This design comes from an exercise in tuning for small area, a short achievable clock period and few clock cycles per item on the open sky130 flow, not from production work. RTL that was checked went through simulation tests only; none was proved equivalent to the original. The RTL of run 2 was laid out without a check of its function.

### design.v
module ldsdk_divc #(
    parameter integer N = 8,
    parameter integer D = 3
) (
    input  wire         neg,
    input  wire [N-1:0] x,
    output wire [N-1:0] q,
    output wire [D-1:0] r
);
    wire [D-1:0] st [0:N];
    assign st[N] = neg ? ({{(D-1){1'b0}}, 1'b1} << (D - 1)) : {{(D-1){1'b0}}, 1'b1};
    genvar i, j;
    generate
        for (i = N - 1; i >= 0; i = i - 1) begin : g_bit
            wire [D-1:0] cur = st[i+1];
            wire [D-1:0] nxt;
            wire [D-1:0] qterm;
            for (j = 0; j < D; j = j + 1) begin : g_st
                localparam integer R0 = ((j % 2) == 0) ? (j / 2) : ((j + D) / 2);
                localparam integer R1 = ((j % 2) == 1) ? ((j - 1) / 2) : ((j + D - 1) / 2);
                assign nxt[j] = x[i] ? cur[R1] : cur[R0];
                assign qterm[j] = (2 * j >= D) ? cur[j] :
                                  (2 * j + 1 >= D) ? (cur[j] & x[i]) : 1'b0;
            end
            assign q[i] = |qterm;
            assign st[i] = nxt;
        end
    endgenerate
    assign r = st[0];
endmodule
module ldsdk_pll #(
    parameter integer P_TICKS   = 240000,
    parameter integer REF_POINT = 1000,
    parameter integer TC        = 10,
    parameter integer K_CLIP    = 2,
    parameter integer G_LEAD    = 3,
    parameter integer G_CLIP    = 1,
    parameter integer G_INT     = 24,
    parameter integer SCALE     = 5,
    parameter integer TRIM_BITS = 10
) (
    input  wire                 clk,
    input  wire                 rst,
    input  wire                 in_valid,
    output wire                 in_ready,
    input  wire [15:0]          in_fn,
    input  wire [31:0]          in_t,
    input  wire                 in_wait_sync,
    input  wire                 in_sf_valid,
    input  wire [15:0]          in_sf_frame,
    output reg                  done,
    output reg                  start,
    output reg  [TRIM_BITS-1:0] trim_out,
    output reg                  sat,
    output wire [31:0]          phase,
    output wire [31:0]          err,
    output reg  [15:0]          last_fn,
    output wire [31:0]          last_fts,
    output reg                  fault
);
    function [32:0] add_rc;
        input [31:0] a;
        input [31:0] b;
        input        cin;
        integer i;
        reg c;
        begin
            c = cin;
            for (i = 0; i < 32; i = i + 1) begin
                add_rc[i] = a[i] ^ b[i] ^ c;
                c = (a[i] & b[i]) | (a[i] & c) | (b[i] & c);
            end
            add_rc[32] = c;
        end
    endfunction
    function [32:0] add_pf;
        input [31:0] a;
        input [31:0] b;
        input        cin;
        integer i, l, s;
        reg [31:0] g, p, gg, pp, g2, p2;
        begin
            g = a & b;
            p = a ^ b;
            gg = g;
            pp = p;
            gg[0] = g[0] | (p[0] & cin);
            for (l = 0; l < 5; l = l + 1) begin
                g2 = gg;
                p2 = pp;
                for (i = 0; i < 32; i = i + 1) begin
                    if (((i >> l) & 1) == 1) begin
                        s = ((i >> l) << l) - 1;
                        g2[i] = gg[i] | (pp[i] & gg[s]);
                        p2[i] = pp[i] & pp[s];
                    end
                end
                gg = g2;
                pp = p2;
            end
            add_pf[0] = p[0] ^ cin;
            for (i = 1; i < 32; i = i + 1)
                add_pf[i] = p[i] ^ gg[i-1];
            add_pf[32] = gg[31];
        end
    endfunction
    function ge_u;
        input [39:0] a;
        input [39:0] b;
        integer i;
        reg r;
        begin
            r = 1'b1;
            for (i = 0; i < 40; i = i + 1)
                r = (a[i] & ~b[i]) | (~(a[i] ^ b[i]) & r);
            ge_u = r;
        end
    endfunction
    assign in_ready = 1'b1;
    reg        v1;
    reg [31:0] t1;
    reg [15:0] fn1;
    reg        g1;
    always @(posedge clk) begin
        v1  <= !rst && in_valid;
        t1  <= in_t;
        fn1 <= in_fn;
        g1  <= in_wait_sync && (!in_sf_valid || (in_sf_frame == in_fn));
    end
    wire [24:0] th = t1[31:7];
    wire [6:0]  tl = t1[6:0];
    wire [7:0]  tlp_c = add_rc({25'd0, tl}, 32'd24, 1'b0);
    wire [6:0]  tlp = tlp_c[6:0];
    wire        bw  = !tlp_c[7];
    wire [12:0] rs_a, rs_b;
wire cs_1 = th[0] ^ th[11] ^ !th[14];
wire cs_2 = (th[0] & th[11]) | (th[0] & !th[14]) | (th[11] & !th[14]);
wire cs_3 = th[1] ^ th[12] ^ !th[14];
wire cs_4 = (th[1] & th[12]) | (th[1] & !th[14]) | (th[12] & !th[14]);
wire cs_5 = !th[17] ^ th[20];
wire cs_6 = !th[17] & th[20];
wire cs_7 = th[2] ^ th[11] ^ th[13];
wire cs_8 = (th[2] & th[11]) | (th[2] & th[13]) | (th[11] & th[13]);
wire cs_9 = th[15] ^ !th[18] ^ th[21];
wire cs_10 = (th[15] & !th[18]) | (th[15] & th[21]) | (!th[18] & th[21]);
wire cs_11 = !th[22] ^ !th[23];
wire cs_12 = !th[22] & !th[23];
wire cs_13 = th[3] ^ th[11] ^ th[12];
wire cs_14 = (th[3] & th[11]) | (th[3] & th[12]) | (th[11] & th[12]);
wire cs_15 = !th[14] ^ th[15] ^ !th[16];
wire cs_16 = (!th[14] & th[15]) | (!th[14] & !th[16]) | (th[15] & !th[16]);
wire cs_17 = !th[19] ^ !th[23] ^ !th[24];
wire cs_18 = (!th[19] & !th[23]) | (!th[19] & !th[24]) | (!th[23] & !th[24]);
wire cs_19 = th[4] ^ th[12] ^ th[13];
wire cs_20 = (th[4] & th[12]) | (th[4] & th[13]) | (th[12] & th[13]);
wire cs_21 = th[15] ^ !th[16] ^ !th[17];
wire cs_22 = (th[15] & !th[16]) | (th[15] & !th[17]) | (!th[16] & !th[17]);
wire cs_23 = th[5] ^ th[11] ^ th[13];
wire cs_24 = (th[5] & th[11]) | (th[5] & th[13]) | (th[11] & th[13]);
wire cs_25 = !th[14] ^ th[15];
wire cs_26 = !th[14] & th[15];
wire cs_27 = th[6] ^ th[12] ^ !th[14];
wire cs_28 = (th[6] & th[12]) | (th[6] & !th[14]) | (th[12] & !th[14]);
wire cs_29 = th[15] ^ !th[16] ^ !th[18];
wire cs_30 = (th[15] & !th[16]) | (th[15] & !th[18]) | (!th[16] & !th[18]);
wire cs_31 = !th[19] ^ th[20];
wire cs_32 = !th[19] & th[20];
wire cs_33 = th[7] ^ th[11] ^ th[13];
wire cs_34 = (th[7] & th[11]) | (th[7] & th[13]) | (th[11] & th[13]);
wire cs_35 = !th[14] ^ !th[17] ^ !th[19];
wire cs_36 = (!th[14] & !th[17]) | (!th[14] & !th[19]) | (!th[17] & !th[19]);
wire cs_37 = th[20] ^ th[21] ^ !th[23];
wire cs_38 = (th[20] & th[21]) | (th[20] & !th[23]) | (th[21] & !th[23]);
wire cs_39 = th[8] ^ th[12] ^ !th[14];
wire cs_40 = (th[8] & th[12]) | (th[8] & !th[14]) | (th[12] & !th[14]);
wire cs_41 = th[15] ^ !th[18] ^ th[20];
wire cs_42 = (th[15] & !th[18]) | (th[15] & th[20]) | (!th[18] & th[20]);
wire cs_43 = th[21] ^ !th[24];
wire cs_44 = th[21] & !th[24];
wire cs_45 = th[9] ^ th[13] ^ th[15];
wire cs_46 = (th[9] & th[13]) | (th[9] & th[15]) | (th[13] & th[15]);
wire cs_47 = cs_1 ^ th[15] ^ !th[16];
wire cs_48 = (cs_1 & th[15]) | (cs_1 & !th[16]) | (th[15] & !th[16]);
wire cs_49 = cs_3 ^ cs_5 ^ th[21];
wire cs_50 = (cs_3 & cs_5) | (cs_3 & th[21]) | (cs_5 & th[21]);
wire cs_51 = !th[22] ^ !th[23];
wire cs_52 = !th[22] & !th[23];
wire cs_53 = cs_7 ^ cs_9 ^ cs_11;
wire cs_54 = (cs_7 & cs_9) | (cs_7 & cs_11) | (cs_9 & cs_11);
wire cs_55 = !th[24] ^ cs_4 ^ cs_6;
wire cs_56 = (!th[24] & cs_4) | (!th[24] & cs_6) | (cs_4 & cs_6);
wire cs_57 = cs_13 ^ cs_15 ^ cs_17;
wire cs_58 = (cs_13 & cs_15) | (cs_13 & cs_17) | (cs_15 & cs_17);
wire cs_59 = cs_8 ^ cs_10 ^ cs_12;
wire cs_60 = (cs_8 & cs_10) | (cs_8 & cs_12) | (cs_10 & cs_12);
wire cs_61 = cs_19 ^ cs_21 ^ !th[24];
wire cs_62 = (cs_19 & cs_21) | (cs_19 & !th[24]) | (cs_21 & !th[24]);
wire cs_63 = cs_14 ^ cs_16 ^ cs_18;
wire cs_64 = (cs_14 & cs_16) | (cs_14 & cs_18) | (cs_16 & cs_18);
wire cs_65 = cs_23 ^ cs_25 ^ !th[17];
wire cs_66 = (cs_23 & cs_25) | (cs_23 & !th[17]) | (cs_25 & !th[17]);
wire cs_67 = !th[18] ^ cs_20 ^ cs_22;
wire cs_68 = (!th[18] & cs_20) | (!th[18] & cs_22) | (cs_20 & cs_22);
wire cs_69 = cs_27 ^ cs_29 ^ cs_31;
wire cs_70 = (cs_27 & cs_29) | (cs_27 & cs_31) | (cs_29 & cs_31);
wire cs_71 = !th[22] ^ cs_24 ^ cs_26;
wire cs_72 = (!th[22] & cs_24) | (!th[22] & cs_26) | (cs_24 & cs_26);
wire cs_73 = cs_33 ^ cs_35 ^ cs_37;
wire cs_74 = (cs_33 & cs_35) | (cs_33 & cs_37) | (cs_35 & cs_37);
wire cs_75 = cs_28 ^ cs_30 ^ cs_32;
wire cs_76 = (cs_28 & cs_30) | (cs_28 & cs_32) | (cs_30 & cs_32);
wire cs_77 = cs_39 ^ cs_41 ^ cs_43;
wire cs_78 = (cs_39 & cs_41) | (cs_39 & cs_43) | (cs_41 & cs_43);
wire cs_79 = cs_34 ^ cs_36 ^ cs_38;
wire cs_80 = (cs_34 & cs_36) | (cs_34 & cs_38) | (cs_36 & cs_38);
wire cs_81 = cs_45 ^ !th[19] ^ th[21];
wire cs_82 = (cs_45 & !th[19]) | (cs_45 & th[21]) | (!th[19] & th[21]);
wire cs_83 = cs_40 ^ cs_42 ^ cs_44;
wire cs_84 = (cs_40 & cs_42) | (cs_40 & cs_44) | (cs_42 & cs_44);
wire cs_85 = cs_47 ^ th[20];
wire cs_86 = cs_47 & th[20];
wire cs_87 = cs_49 ^ cs_51 ^ cs_2;
wire cs_88 = (cs_49 & cs_51) | (cs_49 & cs_2) | (cs_51 & cs_2);
wire cs_89 = cs_53 ^ cs_55 ^ cs_50;
wire cs_90 = (cs_53 & cs_55) | (cs_53 & cs_50) | (cs_55 & cs_50);
wire cs_91 = cs_57 ^ cs_59 ^ cs_54;
wire cs_92 = (cs_57 & cs_59) | (cs_57 & cs_54) | (cs_59 & cs_54);
wire cs_93 = cs_61 ^ cs_63 ^ cs_58;
wire cs_94 = (cs_61 & cs_63) | (cs_61 & cs_58) | (cs_63 & cs_58);
wire cs_95 = cs_65 ^ cs_67 ^ cs_62;
wire cs_96 = (cs_65 & cs_67) | (cs_65 & cs_62) | (cs_67 & cs_62);
wire cs_97 = cs_69 ^ cs_71 ^ cs_66;
wire cs_98 = (cs_69 & cs_71) | (cs_69 & cs_66) | (cs_71 & cs_66);
wire cs_99 = cs_73 ^ cs_75 ^ cs_70;
wire cs_100 = (cs_73 & cs_75) | (cs_73 & cs_70) | (cs_75 & cs_70);
wire cs_101 = cs_77 ^ cs_79 ^ cs_74;
wire cs_102 = (cs_77 & cs_79) | (cs_77 & cs_74) | (cs_79 & cs_74);
wire cs_103 = cs_81 ^ cs_83 ^ cs_78;
wire cs_104 = (cs_81 & cs_83) | (cs_81 & cs_78) | (cs_83 & cs_78);
wire cs_105 = th[10] ^ cs_46 ^ cs_82;
wire cs_106 = (th[10] & cs_46) | (th[10] & cs_82) | (cs_46 & cs_82);
wire cs_107 = cs_85 ^ !th[22];
wire cs_108 = cs_85 & !th[22];
wire cs_109 = cs_87 ^ cs_48 ^ cs_86;
wire cs_110 = (cs_87 & cs_48) | (cs_87 & cs_86) | (cs_48 & cs_86);
wire cs_111 = cs_89 ^ cs_52 ^ cs_88;
wire cs_112 = (cs_89 & cs_52) | (cs_89 & cs_88) | (cs_52 & cs_88);
wire cs_113 = cs_91 ^ cs_56 ^ cs_90;
wire cs_114 = (cs_91 & cs_56) | (cs_91 & cs_90) | (cs_56 & cs_90);
wire cs_115 = cs_93 ^ cs_60 ^ cs_92;
wire cs_116 = (cs_93 & cs_60) | (cs_93 & cs_92) | (cs_60 & cs_92);
wire cs_117 = cs_95 ^ cs_64 ^ cs_94;
wire cs_118 = (cs_95 & cs_64) | (cs_95 & cs_94) | (cs_64 & cs_94);
wire cs_119 = cs_97 ^ cs_68 ^ cs_96;
wire cs_120 = (cs_97 & cs_68) | (cs_97 & cs_96) | (cs_68 & cs_96);
wire cs_121 = cs_99 ^ cs_72 ^ cs_98;
wire cs_122 = (cs_99 & cs_72) | (cs_99 & cs_98) | (cs_72 & cs_98);
wire cs_123 = cs_101 ^ cs_76 ^ cs_100;
wire cs_124 = (cs_101 & cs_76) | (cs_101 & cs_100) | (cs_76 & cs_100);
wire cs_125 = cs_103 ^ cs_80 ^ cs_102;
wire cs_126 = (cs_103 & cs_80) | (cs_103 & cs_102) | (cs_80 & cs_102);
wire cs_127 = cs_105 ^ cs_84 ^ cs_104;
wire cs_128 = (cs_105 & cs_84) | (cs_105 & cs_104) | (cs_84 & cs_104);
assign rs_a = {1'b0, cs_106, cs_127, cs_125, cs_123, cs_121, cs_119, cs_117, cs_115, cs_113, cs_111, cs_109, cs_107};
assign rs_b = {1'b0, cs_128, cs_126, cs_124, cs_122, cs_120, cs_118, cs_116, cs_114, cs_112, cs_110, cs_108, !bw};
    wire [12:0] rs = add_pf({19'd0, rs_a}, {19'd0, rs_b}, 1'b0);
    wire k1 = ge_u({27'd0, rs}, 3269) || (tlp[6] && (rs == 13'd3268));
    wire k2 = ge_u({27'd0, rs}, 5144) || (tlp[6] && (rs == 13'd5143));
    wire k3 = ge_u({27'd0, rs}, 7019) || (tlp[6] && (rs == 13'd7018));
    wire km = !(ge_u({27'd0, rs}, 1394) || (tlp[6] && (rs == 13'd1393)));
    wire [10:0] kc = km ? 11'd1592 : k3 ? 11'd236 : k2 ? 11'd63 : k1 ? 11'd1938 : 11'd1765;
    wire [10:0] ph_hi = add_rc({21'd0, rs[10:0]}, {21'd0, kc}, 1'b0);
    reg        v2;
    reg [17:0] ph2;      
    reg [24:0] th2;
    reg [15:0] fn2;
    reg        g2;
    always @(posedge clk) begin
        v2  <= !rst && v1;
        ph2 <= v1 ? {ph_hi, tlp} : 18'd0;
        th2 <= th;
        fn2 <= fn1;
        g2  <= g1;
    end
    reg [21:0] lpr;      
    reg [17:0] qr;       
    reg        ir;       
    reg [25:0] u_q;      
    reg [2:0]  v_q;
    reg [4:0]  r_q;
    reg        flt;      
    reg        sz;
    wire [21:0] lpr_z = sz ? 22'd0 : lpr;
    wire [17:0] qr_z  = sz ? 18'd0 : qr;
    wire        ir_z  = !sz && ir;
    wire [25:0] u_z   = sz ? 26'd0 : u_q;
    wire [2:0]  v_z   = sz ? 3'd0 : v_q;
    wire [4:0]  r_z   = sz ? 5'd0 : r_q;
    wire        flt_z = !sz && flt;
    wire [21:0] ph2x = {{4{ph2[17]}}, ph2};
    wire [21:0] qnx  = ~{{4{qr_z[17]}}, qr_z};
    wire [21:0] l_s  = lpr_z ^ qnx ^ ph2x;
    wire [21:0] l_c  = (lpr_z & qnx) | (lpr_z & ph2x) | (qnx & ph2x);
    wire [21:0] lp   = add_pf({10'd0, l_s}, {10'd0, l_c[20:0], !ir_z}, 1'b0);
    wire [19:0] q10b;
    wire [4:0]  r10;
    ldsdk_divc #(.N(20), .D(5)) u_d10 (.neg(lp[21]), .x(lp[20:1]), .q(q10b), .r(r10));
    wire nz10 = !r10[0] || lp[0];
    wire [16:0] a3q;
    wire [2:0]  a3r;
    ldsdk_divc #(.N(17), .D(3)) u_a3 (.neg(lp[21]), .x(q10b[16:0]), .q(a3q), .r(a3r));
    wire [16:0] a5q;
    wire [4:0]  a5r;
    ldsdk_divc #(.N(17), .D(5)) u_a5 (.neg(lp[21]), .x(a3q), .q(a5q), .r(a5r));
    wire n2 = lp[21] && (!a3r[0] || nz10);
    wire [13:0] y3q;
    wire [2:0]  y3r;
    ldsdk_divc #(.N(14), .D(3)) u_y3 (.neg(ph2[17]), .x(ph2[16:3]), .q(y3q), .r(y3r));
    wire [13:0] y5q;
    wire [4:0]  y5r;
    ldsdk_divc #(.N(14), .D(5)) u_y5 (.neg(ph2[17]), .x(y3q), .q(y5q), .r(y5r));
    wire [2:0] pb = {y5r[4], y5r[3] | y5r[2], y5r[3] | y5r[1]};
    wire [1:0] r3 = {y3r[2], y3r[1]};
    wire [4:0] pc = {r3, ph2[2:0]};
    wire [5:0] rr = add_rc({27'd0, r_z}, {27'd0, pc}, 1'b0);
    wire       cr = rr[5] || (rr[4] && rr[3]);                  
    wire [4:0] rn = cr ? add_rc({27'd0, rr[4:0]}, 32'd8, 1'b0) : rr[4:0];    
    wire [3:0] vv = add_rc({29'd0, v_z}, {29'd0, pb}, cr);
    wire       cv = vv[3] || (vv[2] && (vv[1] || vv[0]));       
    wire [2:0] vn = cv ? add_rc({29'd0, vv[2:0]}, 32'd3, 1'b0) : vv[2:0];    
    wire [11:0] u_hi  = u_z[25:14];
    wire [11:0] u_hp1 = add_rc({20'd0, u_hi}, 32'd1, 1'b0);
    wire [11:0] u_hp2 = add_rc({20'd0, u_hi}, 32'd2, 1'b0);
    wire [11:0] u_hm1 = add_rc({20'd0, u_hi}, 32'hFFFFFFFF, 1'b0);
    wire [11:0] u_hm2 = add_rc({20'd0, u_hi}, 32'hFFFFFFFE, 1'b0);
    wire [14:0] un_lo = add_pf({18'd0, u_z[13:0]}, {18'd0, y5q[13:0]}, cv);
    wire        un_up = un_lo[14] && !ph2[17];       
    wire        un_dn = !un_lo[14] && ph2[17];       
    wire [11:0] un_hi = un_up ? u_hp1 : un_dn ? u_hm1 : u_hi;
    wire [25:0] un = {un_hi, un_lo[13:0]};
    wire [11:0] hmax = 12'd1092;
    wire [11:0] hmin = 12'hBBB;         
    wire [21:0] lo_n = {un_lo[13:0], vn, rn};
    wire lo_gt = ge_u({18'd0, lo_n}, {14'd4369, 3'd0, 5'd8});
    wire lo_lt = !ge_u({18'd0, lo_n}, {14'd12014, 3'd4, 5'd16});
    wire gt_p = ge_u({28'd0, u_hp1 ^ 12'h800}, (hmax + 12'd1) ^ 12'h800);
    wire gt_0 = ge_u({28'd0, u_hi  ^ 12'h800}, (hmax + 12'd1) ^ 12'h800);
    wire gt_m = ge_u({28'd0, u_hm1 ^ 12'h800}, (hmax + 12'd1) ^ 12'h800);
    wire lt_p = !ge_u({28'd0, u_hp1 ^ 12'h800}, hmin ^ 12'h800);
    wire lt_0 = !ge_u({28'd0, u_hi  ^ 12'h800}, hmin ^ 12'h800);
    wire lt_m = !ge_u({28'd0, u_hm1 ^ 12'h800}, hmin ^ 12'h800);
    wire eqx_p = (u_hp1 == hmax), eqx_0 = (u_hi == hmax), eqx_m = (u_hm1 == hmax);
    wire eqn_p = (u_hp1 == hmin), eqn_0 = (u_hi == hmin), eqn_m = (u_hm1 == hmin);
    wire h_gt  = un_up ? gt_p  : un_dn ? gt_m  : gt_0;
    wire h_lt  = un_up ? lt_p  : un_dn ? lt_m  : lt_0;
    wire h_eqx = un_up ? eqx_p : un_dn ? eqx_m : eqx_0;
    wire h_eqn = un_up ? eqn_p : un_dn ? eqn_m : eqn_0;
    wire it_ovf = h_gt || (h_eqx && lo_gt) || h_lt || (h_eqn && lo_lt);
    wire        bw2 = ph2[6] || ph2[5] || (ph2[4] && ph2[3]);
    wire [24:0] fts_n = add_rc({7'd0, th2}, {7'd0, ~{{14{ph2[17]}}, ph2[17:7]}}, !bw2);
    always @(posedge clk) begin
        if (rst)
            sz <= 1'b1;
        else if (v2)
            sz <= 1'b0;
    end
    always @(posedge clk) begin
        u_q <= un;
        v_q <= vn;
        r_q <= rn;
        if (v2) begin
            lpr <= lp;
            qr  <= {lp[21], q10b[16:0]};
            ir  <= lp[21] && nz10;
            flt <= flt_z || it_ovf;
        end
    end
    reg        v3;
    reg        pw3;      
    reg        ok3;      
    reg [17:0] ph3;
    reg [24:0] fts3;
    reg [15:0] fn3;
    reg        g3;
    reg [13:0] al3;      
    reg [2:0]  r53;      
    reg        n23;      
    always @(posedge clk) begin
        v3   <= !rst && v2;
        pw3  <= !flt_z;
        ok3  <= !flt_z && !it_ovf;
        ph3  <= ph2;
        fts3 <= fts_n;
        fn3  <= fn2;
        g3   <= g2;
        al3  <= a5q[13:0];
        r53  <= {a5r[4], a5r[3] | a5r[2], a5r[3] | a5r[1]};
        n23  <= n2;
    end
    wire n1 = u_q[25] && (r_q != 5'd0);
    wire [2:0] cl2  = ph3[17] ? 3'd0 : (ph3 != 18'd0) ? 3'd4 : 3'd2;
    wire [3:0] sg_a = add_rc({29'd0, r53}, {29'd0, v_q}, n1);
    wire [3:0] sg2  = add_rc({28'd0, sg_a}, {29'd0, cl2}, n23);
    wire [14:0] p_lo = add_rc({18'd0, u_q[13:0]}, {18'd0, al3}, 1'b0);
    wire        p_up = p_lo[14] && !al3[13];
    wire        p_dn = !p_lo[14] && al3[13];
    wire [11:0] p_hi = p_up ? u_hp1 : p_dn ? u_hm1 : u_hi;
    wire p_hneg  = p_hi[11];
    wire p_hz    = (p_hi == 12'd0);
    wire p_hm1   = (p_hi == 12'hFFF);
    wire p_lones = (p_lo[13:2] == 12'hFFF);
    wire p_lzero = (p_lo[13:2] == 12'd0);
    wire p_z     = p_hz && p_lzero && (p_lo[1:0] == 2'd0);
    wire p_m1    = p_hm1 && p_lones && (p_lo[1:0] == 2'd3);
    wire p_m2    = p_hm1 && p_lones && (p_lo[1:0] == 2'd2);
    wire sg_lt0  = !ge_u({36'd0, sg2}, 2);
    wire sg_lt5  = !ge_u({36'd0, sg2}, 7);
    wire sg_lt10 = !ge_u({36'd0, sg2}, 12);
    wire s_neg   = p_z ? sg_lt0 : p_m1 ? sg_lt5 : p_m2 ? sg_lt10 : p_hneg;
    reg [2:0] dd;
    always @* begin
        case ({s_neg, sg2})
            5'h00, 5'h01:                      dd = 3'b111;
            5'h02, 5'h03, 5'h04, 5'h05, 5'h06: dd = 3'd0;
            5'h07, 5'h08, 5'h09, 5'h0A, 5'h0B: dd = 3'd1;
            5'h0C, 5'h0D, 5'h0E, 5'h0F:        dd = 3'd2;
            5'h10, 5'h11, 5'h12:               dd = 3'd0;
            5'h13, 5'h14, 5'h15, 5'h16, 5'h17: dd = 3'd1;
            5'h18, 5'h19, 5'h1A, 5'h1B, 5'h1C: dd = 3'd2;
            default:                           dd = 3'd3;
        endcase
    end
    wire [2:0]  e_l2  = add_rc({30'd0, p_lo[1:0]}, {30'd0, dd[1:0]}, 1'b0);
    wire        e_c2  = e_l2[2] && !dd[2];               
    wire        e_b2  = !e_l2[2] && dd[2];               
    wire [12:0] e_mi  = add_rc({20'd0, p_lo[13:2]}, 32'd1, 1'b0);
    wire [12:0] e_md  = add_rc({20'd0, p_lo[13:2]}, 32'h00000FFF, 1'b0);
    wire [11:0] e_mid = e_c2 ? e_mi[11:0] : e_b2 ? e_md[11:0] : p_lo[13:2];
    wire        e_ci  = e_c2 && p_lones;                 
    wire        e_bi  = e_b2 && p_lzero;                 
    wire        k_p2  = p_up && e_ci;
    wire        k_p1  = (p_up && !e_ci && !e_bi) || (!p_up && !p_dn && e_ci);
    wire        k_m1  = (p_dn && !e_ci && !e_bi) || (!p_up && !p_dn && e_bi);
    wire        k_m2  = p_dn && e_bi;
    wire [11:0] e_hi  = k_p2 ? u_hp2 : k_p1 ? u_hp1 : k_m1 ? u_hm1 : k_m2 ? u_hm2 : u_hi;
    wire [25:0] e     = {e_hi, e_mid, e_l2[1:0]};
    wire e_hi_s = !e[25] && ge_u({14'd0, e}, 513);           
    wire e_lo_s = e[25] && !ge_u({14'd0, e}, 26'h3FFFE01);   
    wire [9:0] e_neg = add_rc({22'd0, ~e[9:0]}, 32'd0, 1'b1);
    reg [17:0] phase_q;
    reg [25:0] err_q;
    reg [24:0] fts_q;
    reg        fts_w;
    assign phase    = {{14{phase_q[17]}}, phase_q};
    assign err      = {{6{err_q[25]}}, err_q};
    assign last_fts = {fts_q, fts_w, fts_w, 1'b0, fts_w, 3'b000};
    always @(posedge clk) begin
        if (rst) begin
            done     <= 1'b0;
            start    <= 1'b0;
            trim_out <= {TRIM_BITS{1'b0}};
            sat      <= 1'b0;
            phase_q  <= 18'd0;
            err_q    <= 26'd0;
            last_fn  <= 16'd0;
            fts_q    <= 25'd0;
            fts_w    <= 1'b0;
            fault    <= 1'b0;
        end else begin
            done  <= v3;
            start <= v3 && ok3 && g3;
            if (v3) begin
                fault <= !ok3;
                if (pw3) phase_q <= ph3;
                if (ok3) begin
                    err_q    <= e;
                    sat      <= e_hi_s || e_lo_s;
                    trim_out <= e_lo_s ? 10'h1FF : e_hi_s ? 10'h200 : e_neg;
                    last_fn  <= fn3;
                    fts_q    <= fts3;
                    fts_w    <= 1'b1;
                end
            end
        end
    end
endmodule
### flow/abc_nf.script
strash
&get -n
&fraig -x
&put
dc2
strash
&get -n
&dch -f
&nf -R 20 -p
&put
buffer -c
topo
stime -c
upsize -c
dnsize -c
### standard.sh
#!/bin/bash
# synth_recipe.tcl (not shown) runs the flow's synth.tcl, then flattens the netlist and writes it again
# the make line also repeats each setting of config.mk as NAME=value (left out here)
make -C /OpenROAD-flow-scripts/flow DESIGN_CONFIG=/design/flow/config.mk WORK_HOME=/design/flow/orfs CLKGATE_MAP_FILE= SYNTH_SCRIPT=/design/flow/synth_recipe.tcl "${@:-finish}"
### constraint.sdc
create_clock -name core_clock -period 70.0 [get_ports {clk}]
set_input_delay 14.0000 -clock core_clock [delete_from_list [all_inputs] [get_ports {clk}]]
set_output_delay 14.0000 -clock core_clock [all_outputs]
set_load 0.01 [all_outputs]
### config.mk
export PLATFORM = sky130hd
export DESIGN_NAME = ldsdk_pll
export DESIGN_NICKNAME = ldsdk_pll
export VERILOG_FILES = /design/flow/design.v
export SDC_FILE = /design/flow/constraint.sdc
export NUM_CORES = 4
export LEC_CHECK = 0
export ABC_AREA = 1
export CAP_MARGIN = 20
export CORE_MARGIN = 2
export CORE_UTILIZATION = 70
export CTS_CLUSTER_DIAMETER = 80
export CTS_CLUSTER_SIZE = 18
export PLACE_DENSITY = 0.85
export SLEW_MARGIN = 20
### flow/run.sh
#!/bin/bash
# The standard layout (standard.sh) with three changes:
#  - synthesis maps the combinational logic with flow/abc_nf.script, an
#    area-oriented ABC script (&nf, delay relaxed by 20%), in place of ORFS's
#    abc_area.script; everything else in synthesis is synth_recipe.tcl as is
#    (synth -nofsm -noshare, flatten, renames; registers untouched by ABC);
#    ADDER_MAP_FILE is left empty, so the adders are not extracted into
#    fa/ha cells first but mapped by ABC with the rest of the logic
#  - the port buffers are sky130_fd_sc_hd__buf_1
#  - after placement, flow/upsize.tcl gives the flip-flops that drive
#    several output ports a stronger drive (dfxtp_4)
# Each ORFS step's full log stays in orfs/logs/; make's output goes to
# standard_place.log and standard_finish.log, the resizing step's to upsize.log.
set -e
here=$(pwd)
{
  echo "proc abc {args} {"
  echo "  set i [lsearch -exact \$args -script]"
  echo "  if {\$i >= 0} { lset args [expr {\$i + 1}] $here/flow/abc_nf.script }"
  echo "  yosys abc {*}\$args"
  echo "}"
  cat synth_recipe.tcl
} > synth_abc_nf.tcl
args=("SYNTH_SCRIPT=$here/synth_abc_nf.tcl" "ADDER_MAP_FILE=" "BUFFER_PORTS_ARGS=-buffer_cell sky130_fd_sc_hd__buf_1")
bash standard.sh "${args[@]}" place > standard_place.log 2>&1
UPSIZE_RESULTS=$here/orfs/results/sky130hd/ldsdk_pll/base openroad -no_init -exit flow/upsize.tcl > upsize.log 2>&1
bash standard.sh "${args[@]}" finish > standard_finish.log 2>&1
### flow/upsize.tcl
# Between placement and CTS: a flip-flop whose output drives several output
# ports (the sign bits of phase and err are repeated over their upper bits)
# gets a stronger drive, sky130_fd_sc_hd__dfxtp_4 in place of dfxtp_1.
set R $::env(UPSIZE_RESULTS)
read_db $R/3_place.odb
read_liberty $::env(FLOW_HOME)/platforms/sky130hd/lib/sky130_fd_sc_hd__tt_025C_1v80.lib
set block [ord::get_db_block]
set n 0
foreach inst [$block getInsts] {
  if {[[$inst getMaster] getName] ne "sky130_fd_sc_hd__dfxtp_1"} { continue }
  set net [[$inst findITerm Q] getNet]
  if {$net eq "NULL"} { continue }
  set nout 0
  foreach it [$net getITerms] {
    if {[string match "output*" [[$it getInst] getName]]} { incr nout }
  }
  if {$nout > 2} {
    replace_cell [$inst getName] sky130_fd_sc_hd__dfxtp_4
    puts "upsized [$inst getName]: drives $nout output buffers"
    incr n
  }
}
puts "upsized $n flip-flops"
detailed_placement
check_placement
write_db $R/3_place.odb
==> qor.txt, run 1 <==
OUTCOME
------------------------------------------------------------------------------------
Result of the run                                                       complete, no violations

CLOCK TREE
------------------------------------------------------------------------------------
Hold-fix buffer count after cts                                                    0
Number of buffers created by CTS                                                  25
Clock H-tree levels                                                                1
Quantity of gates resized following cts                                            0
Insertion delay to the later sink of the worst-skew pair                      570 ps
Setup bufs post-CTS                                                                0
Reg clk slew, reported paths                                                   70 ps
TritonCTS Sinks                                                                  368
TritonCTS clock tree                                                            done
Root buffer selected by CTS                                             sky130_fd_sc_hd__clkbuf_16
Buffers from clock root to sink, at most                                           3

STA
------------------------------------------------------------------------------------
Setup_tns                                                                       0 ps
Hold Fails Final Rpt                                                               0
Worst-case clock skew                                                       17.95 ps
Final clock period utilization by the worst path                              22.09%
Count of final max-slew check failures                                             0
RSZ-0062 raised after global routing                                           false
Peak Freq                                                                  64.67 MHz
Transition time of the tightest slew-check pin                              946.8 ps
Minimum clock period after layout                                           15460 ps
Relative max-transition margin                                                36.43%
Total of endpoints with negative setup slack in the final report                   0

SYNTH
------------------------------------------------------------------------------------
Syn Inst Count                                                                  2529
Number of enable-type register cells in the synthesized netlist                   41
Number of storage elements in the synthesis netlist                              368
Unique cell type count in the Yosys netlist                                       80
Syn Std Cell Area                                                         21530 um^2
Yosys Warn Count                                                                   6
Synth Area per Inst                                                       8.514 um^2
Dominant synthesized flop cell                                          sky130_fd_sc_hd__dfxtp_1
Async S/R FF share, synth                                                         0%
Register area share after synthesis                                           36.12%

CELLS AND AREA
------------------------------------------------------------------------------------
Total non-filler cell area in the finished layout                         23060 um^2
Synth-to-layout area growth                                                   7.084%
Antenna fix cells                                                                  0
Layout filler cell count                                                        2184
Share of layout cells above drive strength 1                                  5.869%
Share of the core filled with cells in the final layout                       75.77%
Net count of the finished layout                                                2717

FLOORPLANNING
------------------------------------------------------------------------------------
Die Outline Area                                                          32180 um^2
Chip Height                                                                 179.4 um
Floorplan row count                                                               64
Initial core utilization                                                      70.76%
Top Ports                                                                        196
Core Box Area                                                             30430 um^2
Die Span X                                                                  179.4 um

ROUTING
------------------------------------------------------------------------------------
Number of remaining DRC errors                                                     0
Via density per instance                                                       6.090
Pre-Repair DR Iteration Count                                                      9
WL per Instance                                                             17.92 um
Post-route antenna net violation count                                             0
Total number of vias                                                           18600
Wirelength, routed                                                          54.72 mm
DR iter-0 viols                                                                 1317

SETUP PATH
------------------------------------------------------------------------------------
Biggest fanout along the worst timing path                                        38
Crit end category                                                               flop
Worst Setup SP                                                                   rst
Startpoint-to-endpoint class of the critical path                       input pin to flop
Crit path required time                                                     70500 ps
Crit path launch type                                                      input pin
Terminus of the critical flop-to-flop path                                    r53[0]
Endpoint of the most critical setup path                                 last_fn[15]
Critical path arrival                                                       15960 ps
Critical register-to-register path startpoint                                     sz
R2R setup slack                                                             55680 ps
Worst-case reg-to-reg path depth                                                  51

GLOBAL ROUTE
------------------------------------------------------------------------------------
Via count of the first global-routing pass                                     17510
Sum of overflow across all layers after global routing                             0
Number of antenna violations at the first check in global routing                  0
Maximum number of pins on one net before global-route repair                      54
All-layer global routing usage                                                32.93%
Global-route wire length before repair                                      85.66 mm

WORST HOLD PATH
------------------------------------------------------------------------------------
Hold Crit Start                                                               fn2[6]
Hold Crit Class                                                         flop to flop

PLACED DESIGN
------------------------------------------------------------------------------------
Total of buffers placed on input and output ports                                190
Weighted congestion at the end of routability-driven global placement         0.9091
Area post-placement                                                       22320 um^2
Placed wire-length estimate                                                 41.14 mm

FLOW RUN
------------------------------------------------------------------------------------
Total of max-cap violations                                                        0

==> Yosys cell counts, types with 19 or more instances <==
library cell	instances	share of area [%]
sky130_fd_sc_hd__xor2_1	74	3.0
sky130_fd_sc_hd__maj3_1	50	2.3
sky130_fd_sc_hd__nand2b_1	51	1.5
sky130_fd_sc_hd__and2_1	28	0.81
sky130_fd_sc_hd__a21o_1	26	0.91
sky130_fd_sc_hd__nand3_1	50	1.2
sky130_fd_sc_hd__a22o_1	48	2.0
sky130_fd_sc_hd__clkbuf_1	76	1.3
sky130_fd_sc_hd__xnor2_1	219	8.9
sky130_fd_sc_hd__nor2_1	210	3.7
sky130_fd_sc_hd__o21a_1	32	1.1
sky130_fd_sc_hd__mux2i_1	140	6.5
sky130_fd_sc_hd__nand2_1	284	5.0
sky130_fd_sc_hd__nor3_1	42	0.98
sky130_fd_sc_hd__a21oi_1	156	3.6
sky130_fd_sc_hd__inv_1	72	1.3
sky130_fd_sc_hd__mux2_2	50	2.6
sky130_fd_sc_hd__edfxtp_1	41	5.7
sky130_fd_sc_hd__dfxtp_1	327	30
sky130_fd_sc_hd__nor2b_1	69	2.0
sky130_fd_sc_hd__nor3b_1	19	0.66
sky130_fd_sc_hd__o21ai_0	167	3.9
sky130_fd_sc_hd__buf_4	30	1.0
==> stage by stage <==
step	instances	worst slack [ps]	hold WS, ps
6_report	3054	54540	327.3
3_3_place_gp	3016	54020	310.5
4_1_cts	3053	54550	328.0
2_1_floorplan	2532	54820	309.6
3_5_place_dp	3016	53980	312.1
5_1_grt	3054	54350	332.4
==> worst min path at each step <==
stage                  end  slack, ps  depth (start not counted)
finish              fn3[6]        330                          0
detailed placement  fn3[9]        310                          0
CTS                 fn3[9]        330                          0
floorplan           fn2[0]        310                          0
global route        fn2[7]        330                          0
global placement    fn3[0]        310                          0
==> area by class of cell <==
cell class                      instances  area [um^2]  share of cell area, %
Tap cell                              396        495.5                  2.149
Inverter                               79        296.5                  1.286
Sequential cell                       368         7792                  33.80
Multi-Input combinational cell       1971        12940                  56.12
Clock inverter                          5        55.05                 0.2388
Timing Repair Buffer                  203        824.5                  3.576
Clock buffer                           32        651.9                  2.827
==> logic make-up after synthesis <==
family | after synthesis | synth area share (%)
AO/OA/AOI/OAI | 561 | 16.18
XOR/XNOR | 296 | 12.21
adder cells (fa/ha/maj) | 67 | 3.214
buffers and inverters | 193 | 3.899
flip-flops | 368 | 36.12
multiplexers | 195 | 9.606
other | 2 | 0.03488
AND/OR/NAND/NOR | 847 | 18.74
==> cell usage in the layout, fill, tap and decap left out, drive strengths merged, types with 51 or more instances in the layout <==
cell,count
o21ai,179
a21oi,157
dfxtp,327
buf,202
nand2,284
nor2,210
xnor2,220
xor2,74
nor2b,69
mux2i,141
nand2b,51
maj3,67
inv,82
==> worst max-delay path, cell delays in order <==
cell	delay, ps
sky130_fd_sc_hd__clkbuf_2	470
sky130_fd_sc_hd__nor2_4	720
sky130_fd_sc_hd__buf_4	510
sky130_fd_sc_hd__a22o_1	230
==> state kept, by name (all words and copies together) (netlist names), 3 cells and up <==
register,count
r_q,5
u_q,26
last_fn,16
qr,18
phase_q,18
fn1,16
al3,14
trim_out,10
fn2,16
fts3,25
lpr,21
ph2,18
r53,3
fn3,16
err_q,26
th2,25
t1,32
v_q,3
fts_q,25
ph3,18
==> layer usage <==
| layer | part of all wire (%) | routed length [um] | global-route usage (%) | up-vias |
|---|---|---|---|---|
| met2 | 50 | 27190 | 58.54 | 674 |
| met1 | 41 | 22270 | 40.97 | 8772 |
| li1 | - | - | - | 9027 |
| met5 | 0 | 0 | 0 | - |
| met4 | 3.1 | 1688 | 11.39 | 0 |
| met3 | 6.5 | 3573 | 4.494 | 126 |
Testbench counts, summed over its fixed seeds: cycles 3,224, items 3,200.
==> run 2: changes to the inputs <==
--- a/design.v
+++ b/design.v
@@ -272,3 +272,13 @@
     wire [10:0] ph_hi = add_rc({21'd0, rs[10:0]}, {21'd0, kc}, 1'b0);
+    wire [4:0] hs_a = add_rc({28'd0, t1[6:3]},   {28'd0, t1[10:7]},  1'b0);
+    wire [4:0] hs_b = add_rc({28'd0, t1[14:11]}, {28'd0, t1[18:15]}, t1[31]);
+    wire [4:0] hs_c = add_rc({28'd0, t1[22:19]}, {28'd0, t1[26:23]}, 1'b0);
+    wire [4:0] hs_d = add_rc({28'd0, t1[30:27]}, 32'd10, 1'b0);
+    wire [5:0] hs_e = add_rc({27'd0, hs_a}, {27'd0, hs_b}, 1'b0);
+    wire [5:0] hs_f = add_rc({27'd0, hs_c}, {27'd0, hs_d}, 1'b0);
+    wire [6:0] hs   = add_rc({26'd0, hs_e}, {26'd0, hs_f}, 1'b0);    
+    wire [4:0] hf   = add_rc({29'd0, hs[6:4]}, {28'd0, hs[3:0]}, 1'b0);  
+    wire [3:0] rho  = ge_u({35'd0, hf}, 15) ? add_rc({27'd0, hf}, 32'd17, 1'b0) : hf[3:0];
     reg        v2;
+    reg [3:0]  rho2;
     reg [17:0] ph2;      
@@ -279,3 +289,4 @@
         v2  <= !rst && v1;
-        ph2 <= v1 ? {ph_hi, tlp} : 18'd0;
+        ph2 <= {ph_hi, tlp};
+        rho2 <= rho;
         th2 <= th;
@@ -287,2 +298,3 @@
     reg        ir;       
+    reg        nzr;      
     reg [25:0] u_q;      
@@ -308,18 +320,28 @@
     wire nz10 = !r10[0] || lp[0];
-    wire [16:0] a3q;
-    wire [2:0]  a3r;
-    ldsdk_divc #(.N(17), .D(3)) u_a3 (.neg(lp[21]), .x(q10b[16:0]), .q(a3q), .r(a3r));
-    wire [16:0] a5q;
-    wire [4:0]  a5r;
-    ldsdk_divc #(.N(17), .D(5)) u_a5 (.neg(lp[21]), .x(a3q), .q(a5q), .r(a5r));
-    wire n2 = lp[21] && (!a3r[0] || nz10);
-    wire [13:0] y3q;
-    wire [2:0]  y3r;
-    ldsdk_divc #(.N(14), .D(3)) u_y3 (.neg(ph2[17]), .x(ph2[16:3]), .q(y3q), .r(y3r));
-    wire [13:0] y5q;
-    wire [4:0]  y5r;
-    ldsdk_divc #(.N(14), .D(5)) u_y5 (.neg(ph2[17]), .x(y3q), .q(y5q), .r(y5r));
-    wire [2:0] pb = {y5r[4], y5r[3] | y5r[2], y5r[3] | y5r[1]};
-    wire [1:0] r3 = {y3r[2], y3r[1]};
+    reg [2:0] pb;
+    reg [1:0] r3;
+    always @* begin
+        case (rho2)
+            4'd0:  begin pb = 3'd0; r3 = 2'd0; end
+            4'd1:  begin pb = 3'd0; r3 = 2'd1; end
+            4'd2:  begin pb = 3'd0; r3 = 2'd2; end
+            4'd3:  begin pb = 3'd1; r3 = 2'd0; end
+            4'd4:  begin pb = 3'd1; r3 = 2'd1; end
+            4'd5:  begin pb = 3'd1; r3 = 2'd2; end
+            4'd6:  begin pb = 3'd2; r3 = 2'd0; end
+            4'd7:  begin pb = 3'd2; r3 = 2'd1; end
+            4'd8:  begin pb = 3'd2; r3 = 2'd2; end
+            4'd9:  begin pb = 3'd3; r3 = 2'd0; end
+            4'd10: begin pb = 3'd3; r3 = 2'd1; end
+            4'd11: begin pb = 3'd3; r3 = 2'd2; end
+            4'd12: begin pb = 3'd4; r3 = 2'd0; end
+            4'd13: begin pb = 3'd4; r3 = 2'd1; end
+            default: begin pb = 3'd4; r3 = 2'd2; end
+        endcase
+    end
     wire [4:0] pc = {r3, ph2[2:0]};
+    wire [6:0] n_a = add_rc({25'd0, ph2[13:7]}, {28'd0, ph2[6:3]}, 1'b1);
+    wire [6:0] n7  = add_rc({25'd0, n_a}, {25'd0, 3'b111, ~rho2}, 1'b0);    
+    wire [6:0] n17 = {add_rc({29'd0, n7[6:4]}, {29'd0, n7[2:0]}, 1'b0), n7[3:0]};
+    wire [6:0] mq  = add_rc({25'd0, ~n17}, 32'd0, 1'b1);              
     wire [5:0] rr = add_rc({27'd0, r_z}, {27'd0, pc}, 1'b0);
@@ -335,5 +357,12 @@
     wire [11:0] u_hm2 = add_rc({20'd0, u_hi}, 32'hFFFFFFFE, 1'b0);
-    wire [14:0] un_lo = add_pf({18'd0, u_z[13:0]}, {18'd0, y5q[13:0]}, cv);
-    wire        un_up = un_lo[14] && !ph2[17];       
-    wire        un_dn = !un_lo[14] && ph2[17];       
+    wire [13:0] ua  = u_z[13:0];
+    wire [13:0] ub  = {{3{ph2[17]}}, ph2[17:7]};
+    wire [13:0] uc  = {{7{mq[6]}}, mq};
+    wire [13:0] u_s = ua ^ ub ^ uc;
+    wire [13:0] u_c = (ua & ub) | (ua & uc) | (ub & uc);
+    wire [14:0] un_lo = add_pf({18'd0, u_s}, {18'd0, u_c[12:0], cv}, 1'b0);
+    wire [1:0]  un_k  = {1'b0, u_c[13]} + {1'b0, un_lo[14]};
+    wire [1:0]  un_n  = {1'b0, ph2[17]} + {1'b0, mq[6]};
+    wire        un_up = (un_k == un_n + 2'd1);
+    wire        un_dn = (un_k + 2'd1 == un_n);
     wire [11:0] un_hi = un_up ? u_hp1 : un_dn ? u_hm1 : u_hi;
@@ -367,6 +396,3 @@
     always @(posedge clk) begin
-        u_q <= un;
-        v_q <= vn;
-        r_q <= rn;
-        if (v2) begin
+        if (v2 && !flt_z) begin
             lpr <= lp;
@@ -374,3 +400,9 @@
             ir  <= lp[21] && nz10;
-            flt <= flt_z || it_ovf;
+            nzr <= nz10;
+            flt <= it_ovf;
+            if (!it_ovf) begin
+                u_q <= un;
+                v_q <= vn;
+                r_q <= rn;
+            end
         end
@@ -384,5 +416,2 @@
     reg        g3;
-    reg [13:0] al3;      
-    reg [2:0]  r53;      
-    reg        n23;      
     always @(posedge clk) begin
@@ -395,6 +424,12 @@
         g3   <= g2;
-        al3  <= a5q[13:0];
-        r53  <= {a5r[4], a5r[3] | a5r[2], a5r[3] | a5r[1]};
-        n23  <= n2;
     end
+    wire [16:0] a3q;
+    wire [2:0]  a3r;
+    ldsdk_divc #(.N(17), .D(3)) u_a3 (.neg(qr[17]), .x(qr[16:0]), .q(a3q), .r(a3r));
+    wire [16:0] a5q;
+    wire [4:0]  a5r;
+    ldsdk_divc #(.N(17), .D(5)) u_a5 (.neg(qr[17]), .x(a3q), .q(a5q), .r(a5r));
+    wire [13:0] al3 = a5q[13:0];
+    wire [2:0]  r53 = {a5r[4], a5r[3] | a5r[2], a5r[3] | a5r[1]};
+    wire n23 = qr[17] && (!a3r[0] || nzr);
     wire n1 = u_q[25] && (r_q != 5'd0);
==> flow/run.sh (replaced) <==
#!/bin/bash
bash standard.sh "BUFFER_PORTS_ARGS=-buffer_cell sky130_fd_sc_hd__buf_1" finish > standard_flow.log 2>&1
--- a/config.mk
+++ b/config.mk
@@ -10,6 +10,3 @@
 export CORE_MARGIN = 2
-export CORE_UTILIZATION = 70
-export CTS_CLUSTER_DIAMETER = 80
-export CTS_CLUSTER_SIZE = 18
-export PLACE_DENSITY = 0.85
+export CORE_UTILIZATION = 40
 export SLEW_MARGIN = 20
removed: flow/abc_nf.script
removed: flow/upsize.tcl
==> run 2 against run 1 <==
Against the previous run: non-clock buffer count shrank 5; still clean; final cell count grew 24%; sequential cell count shrank 8; largest cell class unchanged; synthesized cell count grew 12%.
==> qor.txt, run 2 <==
SYNTH
--------------------------------------------------------------------------------------
Synth Area in Simple Gates                                                      18.14%   -0.59 points
Main combinational cell family by area after synthesis                     adder cells
Most used standard cells in the synthesized netlist                       519 x sky130_fd_sc_hd__inv_1, 486 x sky130_fd_sc_hd__nand2_1, 284 x sky130_fd_sc_hd__dfxtp_1, 240 x sky130_fd_sc_hd__nand3_1, 196 x sky130_fd_sc_hd__fa_1
Synthesized-area fraction occupied by ao, oa, aoi and oai cells                 10.43%   -5.7 points
Number of enable-type register cells in the synthesized netlist                     76   +85%
Dominant synthesized flop cell                                            sky130_fd_sc_hd__dfxtp_1
Number of storage elements in the synthesis netlist                                360   -2.2%
Syn Std Cell Area                                                           24060 um^2   +12%
Dominant cells by area after synthesis                                    sky130_fd_sc_hd__dfxtp_1 24%, sky130_fd_sc_hd__fa_1 16%, sky130_fd_sc_hd__edfxtp_1 9.5%, sky130_fd_sc_hd__ha_1 9.0%, sky130_fd_sc_hd__inv_1 8.1%
Unique cell type count in the Yosys netlist                                         68   -15%
XOR/XNOR share of the synthesized area                                          2.445%   -9.8 points
Async S/R FF share, synth                                                           0%   unchanged
Share of cell area taken by muxes after synthesis                              0.2497%   -9.4 points
Biggest area consumer among synthesized cells                             sky130_fd_sc_hd__dfxtp_1
Synth Area per Inst                                                         8.518 um^2   about the same
Register area share after synthesis                                             33.12%   -3.0 points
Post-Synth Adder-Cell Area                                                      25.31%   +22 points
Library cell with the highest instance count after synthesis              sky130_fd_sc_hd__inv_1
Syn Inst Count                                                                    2824   +12%
Proportion of netlist area held by the largest area contributor                 23.63%   -6.8 points
Yosys Warn Count                                                                     4   -2

CELLS AND AREA
--------------------------------------------------------------------------------------
Share of layout cells above drive strength 1                                    5.075%   -0.79 points
Number of flip-flops under the largest register name                                32   unchanged
Synth-to-layout area growth                                                     10.77%
Number of non-filler instances in the completed layout                            3788   +24%
Largest registers in the final layout                                     t1 (32), err_q (26), u_q (26)
Most common library cell in the layout ignoring fill and taps             sky130_fd_sc_hd__inv_1
Layout filler cell count                                                          5835   +170%
Register with the highest flop count                                                t1
Most used cells in the layout excluding fill and tap cells                518 x sky130_fd_sc_hd__inv_1, 486 x sky130_fd_sc_hd__nand2_1, 284 x sky130_fd_sc_hd__dfxtp_1
Antenna fix cells                                                                    0   unchanged
Net count of the finished layout                                                  3431   +26%
Total non-filler cell area in the finished layout                           26650 um^2   +16%

ROUTING
--------------------------------------------------------------------------------------
Via density per instance                                                         5.015   -18%
Number of remaining DRC errors                                                       0   unchanged
Routed length on met1                                                         27.93 mm   +25%
Post-route antenna net violation count                                               0   unchanged
Pre-Repair DR Iteration Count                                                        5   -4
DR iter-0 viols                                                                   1095   -17%
Met2 routed wirelength                                                        30.03 mm   +10%
Top routing layer in use                                                          met5
WL per Instance                                                               16.53 um   -7.7%
Total number of vias                                                             19000   +2.1%
Met3 WL                                                                       2.982 mm   -17%
Wirelength, routed                                                            62.62 mm   +14%

GLOBAL ROUTE
--------------------------------------------------------------------------------------
Via count of the first global-routing pass                                       19020   +8.6%
Number of antenna violations at the first check in global routing                    1   +1
Sum of overflow across all layers after global routing                               0   unchanged
Global-route wire length before repair                                        101.1 mm   +18%
All-layer global routing usage                                                  20.25%   -13 points
Maximum number of pins on one net before global-route repair                        53   -1.9%

SETUP PATH
--------------------------------------------------------------------------------------
Critical path depth                                                                 74   +70
R2R setup slack                                                               53930 ps   -1750 ps
Library cell contributing the largest single delay on the critical path   sky130_fd_sc_hd__or4_1
Terminus of the critical flop-to-flop path                                 trim_out[0]
Worst-case reg-to-reg path depth                                                    74   +45%
Crit path launch type                                                             flop
Crit end category                                                                 flop
Top cell by count, worst path                                             sky130_fd_sc_hd__nand2_1
Critical path arrival                                                         16510 ps   +550 ps
Worst Path Buf+Inv                                                                   9   +7
Biggest fanout along the worst timing path                                          13   -66%
Crit path required time                                                       70440 ps   -60 ps
Critical path's largest stage delay                                             550 ps   -170 ps
Top Family by Delay on Critical Path                                       adder cells
Endpoint of the most critical setup path                                   trim_out[0]
Critical register-to-register path startpoint                                   qr[17]
Worst Setup SP                                                                  qr[17]
Startpoint-to-endpoint class of the critical path                         flop to flop

CLOCK TREE
--------------------------------------------------------------------------------------
Hold-fix buffer count after cts                                                      0   unchanged
Root buffer selected by CTS                                               sky130_fd_sc_hd__clkbuf_16
TritonCTS clock tree                                                              done
Number of buffers created by CTS                                                    39   +56%
Setup bufs post-CTS                                                                  0   unchanged
Buffers from clock root to sink, at most                                             3   unchanged
TritonCTS Sinks                                                                    360   -2.2%
Clock H-tree levels                                                                  2   +1
Quantity of gates resized following cts                                              0   unchanged
Insertion delay to the later sink of the worst-skew pair                        570 ps   about the same
Reg clk slew, reported paths                                                     60 ps   about the same

STA
--------------------------------------------------------------------------------------
Peak Freq                                                                    62.23 MHz   -3.8%
Hold Fails Final Rpt                                                                 0   unchanged
Final clock period utilization by the worst path                                22.96%   +0.87 points
Relative max-transition margin                                                  32.99%   -3.4 points
Minimum clock period after layout                                             16070 ps   +606.1 ps
Worst-case clock skew                                                         24.54 ps   +6.591 ps
Hold WS                                                                       323.3 ps   -4.094 ps
Transition time of the tightest slew-check pin                                 1004 ps   +57.21 ps
Setup_tns                                                                         0 ps   unchanged
RSZ-0062 raised after global routing                                             false
Total of endpoints with negative setup slack in the final report                     0   unchanged
Count of final max-slew check failures                                               0   unchanged

FLOORPLANNING
--------------------------------------------------------------------------------------
Chip Height                                                                   249.2 um   +39%
Top Ports                                                                          196   unchanged
Die Span X                                                                    249.2 um   +39%
Floorplan row count                                                                 89   +39%
Initial core utilization                                                        40.61%   -30 points
Core Box Area                                                               59240 um^2   +95%
Die Outline Area                                                            62120 um^2   +93%

PLACED DESIGN
--------------------------------------------------------------------------------------
Total placed cells including tap cells                                            3725   +24%
Total of buffers placed on input and output ports                                  190   unchanged
Weighted congestion at the end of routability-driven global placement           0.9460   +4.1%
Area post-placement                                                         25410 um^2   +14%
Placed wire-length estimate                                                   51.02 mm   +24%

OUTCOME
--------------------------------------------------------------------------------------
Result of the run                                                         complete, no violations

FLOW RUN
--------------------------------------------------------------------------------------
Total of max-cap violations                                                          0   unchanged

WORST HOLD PATH
--------------------------------------------------------------------------------------
Hold Crit Class                                                           flop to flop

==> run 2: changes by cell type after synthesis, sizes merged, moves of 135 or more <==
cell,delta
fa,+196
ha,+173
inv,+463
mux2i,-135
nand2,+220
nand3,+190
xnor2,-196
==> run 2: cell families (layout without fill, tap and decap cells) <==
kind of cell,after synthesis,in the layout
compound gates,407,407
xor+xnor,65,65
fa+ha+maj,369,369
buf+inv,618,806
flops,360,360
mux,6,6
other cells,2,5
simple gates,997,997
==> run 2: worst reg2reg max path: cells and delay by family (launching register included) <==
kind | cells | cell delay (ps)
multiplexers | 1 | 250
adder cells (fa/ha/maj) | 17 | 6740
flip-flops | 1 | 430
AO/OA/AOI/OAI | 17 | 3220
AND/OR/NAND/NOR | 30 | 4260
buffers and inverters | 9 | 1040
==> run 2: layout make-up <==
cell class	count	area [um^2]	area share, %
Clock buffer	53	1132	4.250
Timing Repair Buffer	198	773.2	2.902
Multi-Input combinational cell	1849	13650	51.22
Tap cell	773	967.2	3.630
Sequential cell	360	7968	29.90
Clock inverter	10	103.9	0.3897
Inverter	545	2053	7.706
==> run 2: worst min path at each step <==
stage / slack [ps] / start / to / depth (start not counted)
finish: 320 / fn1[8] / fn2[8] / 0
global route: 330 / t1[1] / ph2[1] / 0
CTS: 330 / t1[0] / ph2[0] / 0
detailed placement: 310 / fn1[11] / fn2[11] / 0
global placement: 310 / fn1[9] / fn2[9] / 0
floorplan: 310 / fn1[0] / fn2[0] / 0
==> run 2: metal layers <==
| metal | track usage [%] | vias up |
|---|---|---|
| li1 | - | 9418 |
| met1 | 26.19 | 9077 |
| met2 | 34.52 | 402 |
| met3 | 3.657 | 97 |
| met4 | 6.007 | 2 |
| met5 | 0 | - |
==> run 2: stage by stage <==
stage               utilization (%)  setup slack (ps)
finish                        44.98             53930
global route                  44.98             52660
CTS                           44.98             54140
detailed placement            42.89             53630
global placement              42.89             53710
floorplan                         -             54920

==> what the ideal ports hide <==
How much do the figures lean on ideal ports? The routed layouts below were timed once more, with nothing changed but the port constraints. Step 1 sets driving cells, clkbuf_16 on the clock port and buf_2 on the other inputs (assumed; they add their load-dependent delay and slew). Step 2, shift: input delay + t, output delay - t, t = (earliest + latest rising clock arrival at the registers) / 2. This alone moves slack from input paths to output paths. Three values: no drivers, after step 1, after step 2; two values: the first two.
run	t (ns)	setup WS [ns]	hold slack, ns	worst setup path at the end
run 1	0.611	54.537 / 54.568 / 53.957	0.327 / 0.327 / 0.327	input to register
run 2	0.609	53.931 / 53.931 / 53.573	0.323 / 0.323 / 0.323	input to register
After both steps setup and hold are still met in every run listed. For run 1, which loses most, drivers alone change the setup slack by +0.031 ns; drivers and shift together by -0.580 ns.
